This is an optimization exercise on Yosys and OpenROAD, whose aim is small area, a short achievable clock period and few clock cycles per item, not a production implementation. RTL that was checked went through simulation tests only; none was proved equivalent to the original. No activity file was given, so power comes from the tool's default toggle rates.

==> flow/design.v <==
module ble_tx (
    input  wire       clk,
    input  wire       rst,
    input  wire       start_valid,
    output wire       start_ready,
    input  wire [5:0] start_channel,
    input  wire [1:0] start_phy,
    input  wire [4:0] start_plen,
    input  wire       in_valid,
    output wire       in_ready,
    input  wire [7:0] in_data,
    output reg        out_valid,
    input  wire       out_ready,
    output reg  [7:0] out_data,
    output reg        out_last
);
    localparam [23:0] CRC_POLY = 24'h00065B;
    localparam [23:0] CRC_INIT = 24'h555555;
    function [7:0] rev8(input [7:0] x);
        integer b;
        begin
            for (b = 0; b < 8; b = b + 1)
                rev8[b] = x[7-b];
        end
    endfunction
    function [23:0] crc8(input [23:0] c, input [7:0] d);
        integer b;
        reg [23:0] r;
        begin
            r = c;
            for (b = 7; b >= 0; b = b - 1)
                r = {r[22:0], 1'b0} ^ ((r[23] ^ d[b]) ? CRC_POLY : 24'd0);
            crc8 = r;
        end
    endfunction
    function [7:0] wbyte(input [6:0] l);
        integer b;
        reg [6:0] s;
        begin
            s = l;
            for (b = 7; b >= 0; b = b - 1) begin
                wbyte[b] = s[6];
                s = {s[5:0], s[6]} ^ (s[6] ? 7'h10 : 7'h00);
            end
        end
    endfunction
    function [6:0] lfsr8(input [6:0] l);
        integer b;
        reg [6:0] s;
        begin
            s = l;
            for (b = 0; b < 8; b = b + 1)
                s = {s[5:0], s[6]} ^ (s[6] ? 7'h10 : 7'h00);
            lfsr8 = s;
        end
    endfunction
    function [7:0] s8map(input a0, input a1);
        s8map = {a0, a0, ~a0, ~a0, a1, a1, ~a1, ~a1};
    endfunction
    reg       busy;         
    reg       pend;         
    reg [5:0] s_ch;
    reg [1:0] s_phy;
    reg [5:0] s_len;        
    assign start_ready = !busy;
    wire start_fire = start_valid && !busy;
    reg [247:0] mem;        
    reg       ld_act;       
    reg [5:0] wcnt;         
    reg       a_rd;         
    reg       in_rdy;       
    assign in_ready = in_rdy;
    wire in_fire = in_valid && in_rdy;
    always @(posedge clk) begin
        if (in_fire)
            mem <= {mem[239:0], in_data};
    end
    wire [5:0] wcnt_inc = wcnt + 6'd1;
    wire in_last = (wcnt_inc == s_len);
    wire all_in  = !ld_act;
    wire a_in    = (wcnt >= 6'd6);
    localparam [2:0] A_IDLE = 3'd0,
                     A_H0   = 3'd1,
                     A_H1   = 3'd2,
                     A_ADDR = 3'd3,
                     A_PAY  = 3'd4,
                     A_CRC  = 3'd5;
    reg [2:0] aph;
    reg [5:0] pos;          
    reg [3:0] pos_lo;       
    reg [2:0] acnt;         
    reg       rb_v;
    reg [7:0] rb;
    reg       rb_crc;
    reg       rb_h0;        
    reg       rb_h1;        
    reg       rb_last;
    reg       fb_v;
    reg [7:0] fb;
    reg       fb_last;
    reg [23:0] crc;         
    reg [6:0]  lfsr;
    wire fb_take;           
    wire a_avail = (aph == A_H0) || (aph == A_H1) || (aph == A_CRC) ||
                   (aph == A_ADDR && a_in) || (aph == A_PAY && all_in);
    wire fb_load = rb_v && (!fb_v || fb_take);
    wire rb_load = a_avail && (!rb_v || fb_load);
    wire addr_end = (acnt == 3'd0);
    wire pay_end  = (pos[4:0] == s_len[4:0] - 5'd7);
    reg [7:0] rd;
    always @(*) begin : rdmux
        integer g, j;
        reg [7:0] grp [0:7];
        for (g = 0; g < 8; g = g + 1) begin
            grp[g] = 8'd0;
            for (j = 0; j < 4; j = j + 1)
                if (4*g + j < 31)
                    grp[g] = grp[g] | (pos_lo[j] ? mem[8*(4*g+j) +: 8] : 8'd0);
        end
        rd = grp[pos[4:2]];
    end
    reg [5:0] pos_n;
    always @(*) begin
        pos_n = pos + {5'd0, in_fire && aph != A_PAY} +
                {5'd0, rb_load && (aph == A_ADDR || aph == A_PAY)};
        if (start_fire)
            pos_n = 6'd58;                            
        else if (rb_load && aph == A_ADDR && addr_end)
            pos_n = 6'd0;
    end
    reg  [7:0] bsrc;
    always @(*) begin
        if (rb_crc)
            bsrc = crc[23:16];
        else if (rb_h0)
            bsrc = 8'h40;                             
        else if (rb_h1)
            bsrc = rev8({2'b00, s_len});              
        else
            bsrc = rev8(rb);
    end
    localparam [1:0] O_IDLE = 2'd0,
                     O_HDR  = 2'd1,    
                     O_FRM  = 2'd2,    
                     O_TERM = 2'd3;    
    localparam [46:0] HDR_A0_S2 = {10'h000, 37'h092e71f762};
    localparam [46:0] HDR_A1_S2 = {10'h3ff, 37'h0f99a8e07a};
    localparam [46:0] HDR_A0_S8 = {10'h000, 37'h092e71f77c};
    localparam [46:0] HDR_A1_S8 = {10'h3ff, 37'h0f99a8e06c};
    reg [1:0] oph;
    reg [5:0] ocnt;         
    reg [1:0] o_phy;
    reg [2:0] fec;          
    reg       sk_v;
    reg [7:0] sk_d;
    reg       sk_l;
    wire adv   = !sk_v;
    wire coded = o_phy[1];
    wire s8    = o_phy[0];
    wire e_b  = (oph == O_FRM) && fb[7];
    wire e_a1 = e_b ^ fec[1] ^ fec[2];
    wire e_a0 = e_a1 ^ fec[0];
    reg [7:0] s2_byte;
    reg [2:0] s2_fec;
    always @(*) begin : s2calc
        integer k;
        reg b, x1, x0;
        s2_fec = fec;
        s2_byte = 8'd0;
        for (k = 0; k < 4; k = k + 1) begin
            b  = (oph == O_FRM) && fb[7-k];
            x1 = b ^ s2_fec[1] ^ s2_fec[2];
            x0 = x1 ^ s2_fec[0];
            s2_byte[7-2*k] = x0;
            s2_byte[6-2*k] = x1;
            s2_fec = {s2_fec[1:0], b};
        end
    end
    reg [7:0] uhdr;
    always @(*) begin
        case (ocnt[2:0])
            3'd3:    uhdr = 8'h6B;
            3'd2:    uhdr = 8'h7D;
            3'd1:    uhdr = 8'h91;
            3'd0:    uhdr = 8'h71;
            default: uhdr = 8'h55;
        endcase
    end
    wire h_a0 = s8 ? HDR_A0_S8[ocnt] : HDR_A0_S2[ocnt];
    wire h_a1 = s8 ? HDR_A1_S8[ocnt] : HDR_A1_S2[ocnt];
    reg       nv;
    reg [7:0] nb;
    reg       nl;
    reg       fb_done;      
    always @(*) begin
        nv = 1'b0;
        nb = 8'h00;
        nl = 1'b0;
        fb_done = 1'b0;
        case (oph)
            O_HDR: begin
                nv = 1'b1;
                nb = coded ? s8map(h_a0, h_a1) : uhdr;
            end
            O_FRM: begin
                nv = fb_v;
                if (!coded) begin
                    nb = fb;
                    fb_done = 1'b1;
                    nl = fb_last;
                end else if (s8) begin
                    nb = s8map(e_a0, e_a1);
                    fb_done = (ocnt[2:0] == 3'd0);
                end else begin
                    nb = s2_byte;
                    fb_done = !ocnt[2];
                end
            end
            O_TERM: begin
                nv = 1'b1;
                nb = s8 ? s8map(e_a0, e_a1) : s2_byte;
                nl = (ocnt == 6'd0);
            end
            default: ;
        endcase
    end
    wire emit = adv && nv;
    assign fb_take = emit && (oph == O_FRM) && fb_done;
    wire pkt_end = emit && nl;
    wire pstart = pend && ((oph == O_IDLE) || pkt_end);
    wire last_rd = rb_load && ((aph == A_PAY && pay_end) ||
                               (aph == A_ADDR && addr_end && s_len == 6'd6));
    always @(posedge clk) begin
        if (rst) begin
            busy      <= 1'b0;
            pend      <= 1'b0;
            ld_act    <= 1'b0;
            in_rdy    <= 1'b0;
            aph       <= A_IDLE;
            rb_v      <= 1'b0;
            fb_v      <= 1'b0;
            oph       <= O_IDLE;
            sk_v      <= 1'b0;
            out_valid <= 1'b0;
        end else begin
            if (start_fire) begin
                busy   <= 1'b1;
                pend   <= 1'b1;
                ld_act <= 1'b1;
            end
            if (in_fire && in_last)
                ld_act <= 1'b0;
            in_rdy <= (start_fire || (ld_act && !(in_fire && in_last))) &&
                      (start_fire || (in_fire ? wcnt_inc : wcnt) < 6'd31 ||
                       a_rd || (rb_load && aph == A_ADDR && addr_end));
            if (last_rd)
                busy <= 1'b0;
            if (rb_load) begin
                rb_v <= 1'b1;
                case (aph)
                    A_H0: aph <= A_H1;
                    A_H1: aph <= A_ADDR;
                    A_ADDR: if (addr_end) aph <= (s_len == 6'd6) ? A_CRC : A_PAY;
                    A_PAY: if (pay_end) aph <= A_CRC;
                    A_CRC: if (addr_end) aph <= A_IDLE;
                    default: ;
                endcase
            end else if (fb_load) begin
                rb_v <= 1'b0;
            end
            if (fb_load)
                fb_v <= 1'b1;
            else if (fb_take)
                fb_v <= 1'b0;
            if (emit) begin
                case (oph)
                    O_HDR: if (ocnt == 6'd0) oph <= O_FRM;
                    O_FRM: if (fb_done && fb_last) oph <= coded ? O_TERM : O_IDLE;
                    O_TERM: if (ocnt == 6'd0) oph <= O_IDLE;
                    default: ;
                endcase
            end
            if (pstart) begin
                pend <= 1'b0;
                oph  <= O_HDR;
                aph  <= A_H0;
            end
            if (!out_valid || out_ready) begin
                if (sk_v) begin
                    out_valid <= 1'b1;
                    sk_v      <= 1'b0;
                end else begin
                    out_valid <= emit;
                end
            end else if (emit) begin
                sk_v <= 1'b1;
            end
        end
    end
    always @(posedge clk) begin
        if (start_fire) begin
            s_ch  <= start_channel;
            s_phy <= start_phy;
            s_len <= {1'b0, start_plen} + 6'd6;
            wcnt  <= 6'd0;
            a_rd  <= 1'b0;
        end
        if (in_fire)
            wcnt <= wcnt_inc;
        pos    <= pos_n;
        pos_lo <= 4'd1 << pos_n[1:0];
        if (rb_load) begin
            rb_crc  <= (aph == A_CRC);
            rb_last <= (aph == A_CRC) && addr_end;
            rb_h0   <= (aph == A_H0);
            rb_h1   <= (aph == A_H1);
            rb      <= rd;
            acnt    <= acnt - 3'd1;
            case (aph)
                A_H1:   acnt <= 3'd5;
                A_ADDR: if (addr_end) begin
                    acnt <= 3'd2;
                    a_rd <= 1'b1;
                end
                A_PAY:  acnt <= 3'd2;
                default: ;
            endcase
        end
        if (fb_load) begin
            fb      <= bsrc ^ wbyte(lfsr);
            fb_last <= rb_last;
            if (rb_crc)
                crc <= {crc[15:0], 8'h00};
            else if (!rb_h0 && !rb_h1)
                crc <= crc8(crc, rev8(rb));
            lfsr    <= lfsr8(lfsr);
        end else if (emit && oph == O_FRM) begin
            fb <= s8 ? {fb[6:0], 1'b0} : {fb[3:0], 4'h0};
        end
        if (emit) begin
            if (oph == O_FRM || oph == O_TERM)
                fec <= s8 ? {fec[1:0], e_b} : s2_fec;
            ocnt <= ocnt - ((oph == O_FRM && !s8) ? 6'd4 : 6'd1);
            if (oph == O_FRM && fb_done && fb_last)
                ocnt <= s8 ? 6'd2 : 6'd0;
        end
        if (pstart) begin
            o_phy <= s_phy;
            ocnt  <= s_phy[1] ? 6'd46 : (s_phy[0] ? 6'd5 : 6'd4);
            fec   <= 3'd0;
            crc   <= crc8(crc8(CRC_INIT, 8'h40), rev8({2'b00, s_len}));
            lfsr  <= {s_ch[0], s_ch[1], s_ch[2], s_ch[3], s_ch[4], s_ch[5], 1'b1};
        end
        if (!out_valid || out_ready) begin
            out_data <= sk_v ? sk_d : nb;
            out_last <= sk_v ? sk_l : nl;
        end
        if (!sk_v) begin
            sk_d <= nb;
            sk_l <= nl;
        end
    end
endmodule
==> flow/config.mk <==
export PLATFORM = sky130hd
export DESIGN_NAME = ble_tx
export DESIGN_NICKNAME = ble_tx
export VERILOG_FILES = /design/flow/design.v
export SDC_FILE = /design/flow/constraint.sdc
export NUM_CORES = 4
export LEC_CHECK = 0
export CAP_MARGIN = 20
export CORE_MARGIN = 2
export CORE_UTILIZATION = 40
export CTS_BUF_LIST = sky130_fd_sc_hd__clkbuf_16
export CTS_CLUSTER_DIAMETER = 100
export CTS_CLUSTER_SIZE = 24
export PLACE_DENSITY = 0.6
export SETUP_SLACK_MARGIN = 2.7
export SLEW_MARGIN = 20
==> flow/constraint.sdc <==
create_clock -name core_clock -period 5.0 [get_ports {clk}]
set_input_delay 1.0000 -clock core_clock [delete_from_list [all_inputs] [get_ports {clk}]]
set_output_delay 1.0000 -clock core_clock [all_outputs]
set_load 0.01 [all_outputs]
standard.sh (not shown) runs the stock make flow with config.mk's settings and CLKGATE_MAP_FILE= SYNTH_SCRIPT=/design/flow/synth_recipe.tcl, a recipe that flattens the netlist after the stock synthesis.
==> flow/flow/run.sh <==
#!/bin/bash
# The standard layout, with real buffers (not delay cells) on the ports.
set -euo pipefail
export BUFFER_PORTS_ARGS="-buffer_cell sky130_fd_sc_hd__buf_4"
bash standard.sh finish > layout.log 2>&1
Testbench counts at the start, summed over its fixed seeds: cycles 41,279, packets 384.
Change:
--- a/flow/design.v
+++ b/flow/design.v
@@ -151,10 +151,7 @@
     reg [5:0] ocnt;         
     reg [1:0] o_phy;
     reg [2:0] fec;          
-    reg       sk_v;
-    reg [7:0] sk_d;
-    reg       sk_l;
-    wire adv   = !sk_v;
+    wire adv   = !out_valid || out_ready;
     wire coded = o_phy[1];
     wire s8    = o_phy[0];
     wire e_b  = (oph == O_FRM) && fb[7];
@@ -240,7 +237,6 @@
             rb_v      <= 1'b0;
             fb_v      <= 1'b0;
             oph       <= O_IDLE;
-            sk_v      <= 1'b0;
             out_valid <= 1'b0;
         end else begin
             if (start_fire) begin
@@ -285,16 +281,8 @@
                 oph  <= O_HDR;
                 aph  <= A_H0;
             end
-            if (!out_valid || out_ready) begin
-                if (sk_v) begin
-                    out_valid <= 1'b1;
-                    sk_v      <= 1'b0;
-                end else begin
-                    out_valid <= emit;
-                end
-            end else if (emit) begin
-                sk_v <= 1'b1;
-            end
+            if (adv)
+                out_valid <= emit;
         end
     end
     always @(posedge clk) begin
@@ -351,13 +339,9 @@
             crc   <= crc8(crc8(CRC_INIT, 8'h40), rev8({2'b00, s_len}));
             lfsr  <= {s_ch[0], s_ch[1], s_ch[2], s_ch[3], s_ch[4], s_ch[5], 1'b1};
         end
-        if (!out_valid || out_ready) begin
-            out_data <= sk_v ? sk_d : nb;
-            out_last <= sk_v ? sk_l : nl;
-        end
-        if (!sk_v) begin
-            sk_d <= nb;
-            sk_l <= nl;
+        if (adv) begin
+            out_data <= nb;
+            out_last <= nl;
         end
     end
 endmodule
The new run completed with no timing, DRC or antenna violations; count of clock-buffer cells in the layout came out lower by 2; total power decreases by 4.9%; die area decreases by 1.0%; cell count falls by 1.2%; wire length came out lower by 2.8%; cell area came out lower by 1.9%; worst hold slack gains 0.026 ns; non-clock buffer count fell by 5; fmax rose by 0.54%; setup slack gains 0.013 ns; register-to-register slack stays flat; flip-flop and latch count shrinks by 10; combinational power went down by about 8%; via count falls by 1.4%.
No functional check of the RTL was part of the second run of this note.

== violet ==
ble_tx, a different RTL version from the one above (not shown whole).
Size: about 1200 cells after synthesis, roughly 38 I/O pins, ~16000 µm² of cells after synthesis.
clock: 5.0 ns
lec_check: 0
cap_margin: 20
core_margin: 2
core_utilization: 40
cts_buf_list: sky130_fd_sc_hd__clkbuf_16
cts_cluster_diameter: 100
cts_cluster_size: 24
place_density: 0.6
setup_slack_margin: 2.7
slew_margin: 20
Scripts as last shown in full above: flow/flow/run.sh
Testbench counts of violet, summed over its fixed seeds: cycles 41,279, packets 384.
diff inputs: violet => amber
diff --git a/flow/design.v b/flow/design.v
--- a/flow/design.v
+++ b/flow/design.v
@@ -12,13 +12,12 @@
     output reg        out_valid,
     input  wire       out_ready,
     output reg  [7:0] out_data,
     output reg        out_last
 );
     localparam [23:0] CRC_POLY = 24'h00065B;
-    localparam [23:0] CRC_INIT = 24'h555555;
     function [7:0] rev8(input [7:0] x);
         integer b;
         begin
             for (b = 0; b < 8; b = b + 1)
                 rev8[b] = x[7-b];
         end
@@ -85,13 +84,13 @@
                      A_ADDR = 3'd3,
                      A_PAY  = 3'd4,
                      A_CRC  = 3'd5;
     reg [2:0] aph;
     reg [5:0] pos;          
     reg [3:0] pos_lo;       
-    reg [2:0] acnt;         
+    reg [4:0] acnt;         
     reg       rb_v;
     reg [7:0] rb;
     reg       rb_crc;
     reg       rb_h0;        
     reg       rb_h1;        
     reg       rb_last;
@@ -102,14 +101,14 @@
     reg [6:0]  lfsr;
     wire fb_take;           
     wire a_avail = (aph == A_H0) || (aph == A_H1) || (aph == A_CRC) ||
                    (aph == A_ADDR && a_in) || (aph == A_PAY && all_in);
     wire fb_load = rb_v && (!fb_v || fb_take);
     wire rb_load = a_avail && (!rb_v || fb_load);
-    wire addr_end = (acnt == 3'd0);
-    wire pay_end  = (pos[4:0] == s_len[4:0] - 5'd7);
+    wire addr_end = (acnt == 5'd0);
+    wire pay_end  = addr_end;
     reg [7:0] rd;
     always @(*) begin : rdmux
         integer g, j;
         reg [7:0] grp [0:7];
         for (g = 0; g < 8; g = g + 1) begin
             grp[g] = 8'd0;
@@ -306,28 +305,28 @@
         pos_lo <= lo_n;
         if (rb_load) begin
             rb_crc  <= (aph == A_CRC);
             rb_last <= (aph == A_CRC) && addr_end;
             rb_h0   <= (aph == A_H0);
             rb_h1   <= (aph == A_H1);
-            rb      <= rd;
-            acnt    <= acnt - 3'd1;
+            rb      <= (aph == A_H0 || aph == A_H1) ? 8'h00 : rd;
+            acnt    <= acnt - 5'd1;
             case (aph)
-                A_H1:   acnt <= 3'd5;
+                A_H1:   acnt <= 5'd5;
                 A_ADDR: if (addr_end) begin
-                    acnt <= 3'd2;
+                    acnt <= (s_len == 6'd6) ? 5'd2 : s_len[4:0] - 5'd7;    
                     a_rd <= 1'b1;
                 end
-                A_PAY:  acnt <= 3'd2;
+                A_PAY:  if (pay_end) acnt <= 5'd2;
                 default: ;
             endcase
         end
         if (fb_load) begin
             fb      <= bsrc ^ wbyte(lfsr);
             fb_last <= rb_last;
-            crc     <= rb_crc ? {crc[15:0], 8'h00} : crc8(crc, bsrc);
+            crc     <= rb_crc ? {crc[15:0], 8'h00} : crc8(crc, rev8(rb));
             lfsr    <= lfsr8(lfsr);
         end else if (emit && oph == O_FRM) begin
             fb <= s8 ? {fb[6:0], 1'b0} : {fb[3:0], 4'h0};
         end
         if (emit) begin
             if (oph == O_FRM || oph == O_TERM)
@@ -343,13 +342,13 @@
         if (pstart) begin
             h_a0  <= 1'b0;                            
             h_a1  <= 1'b1;
             o_phy <= s_phy;
             ocnt  <= s_phy[1] ? 6'd46 : (s_phy[0] ? 6'd5 : 6'd4);
             fec   <= 3'd0;
-            crc   <= CRC_INIT;
+            crc   <= 24'h155555 ^ {8'h00, s_len[0], s_len[1], s_len[2], s_len[3], s_len[4], s_len[5], 10'h000};
             lfsr  <= {s_ch[0], s_ch[1], s_ch[2], s_ch[3], s_ch[4], s_ch[5], 1'b1};
         end
         if (adv) begin
             out_data <= nb;
             out_last <= nl;
         end
### Flow results
- Capture point of the worst path = crc[7]: violet; capture point of the worst path = mem[110]: amber
- When amber is measured against violet, its number of setup buffers added after CTS turns out 26 lower.
- Delta (amber minus violet): initial core utilization shows an increase of 0.19 points; number of placed instances with taps included shows an increase of about 0.36%; switching portion of total power shows a reduction of 5.1 points; sequential area share after synthesis shows an increase of 0.48 points.
Function not checked in amber: the RTL went through the layout flow alone.

port drivers added, routing unchanged:
How much do the figures lean on ideal ports? The routed layouts below were timed once more, with nothing changed but the port constraints. Step 1 (the two cells are an assumption about what drives the block):
set clk [get_ports {clk}]
set_driving_cell -lib_cell sky130_fd_sc_hd__clkbuf_16 $clk
set_driving_cell -lib_cell sky130_fd_sc_hd__buf_2 [delete_from_list [all_inputs] $clk]
Step 2 also shifts input and output timing later by t, the mid clock arrival at the registers, as if the neighbouring blocks saw the same clock. Three values: ideal, step 1, step 2; two values: the first two.
| run | shift t [ns] | setup WS [ns] | hold WS [ns] | worst setup path after step 2 |
|---|---|---|---|---|
| the first run of note 1 | 0.583 | 2.613 / 2.613 / 2.222 | 0.428 / 0.428 / 0.428 | input to register |
| the second run of note 1 | 0.575 | 2.626 / 2.626 / 2.129 | 0.454 / 0.454 / 0.454 | input to register |
| violet | 0.579 | 2.745 / 2.705 / 2.212 | 0.449 / 0.449 / 0.449 | input to register |
| amber | 0.574 | 2.790 / 2.746 / 2.238 | 0.452 / 0.452 / 0.452 | input to register |
After both steps setup and hold are still met in every run listed. For amber, which loses most, drivers alone change the setup slack by -0.044 ns; drivers and shift together by -0.552 ns.
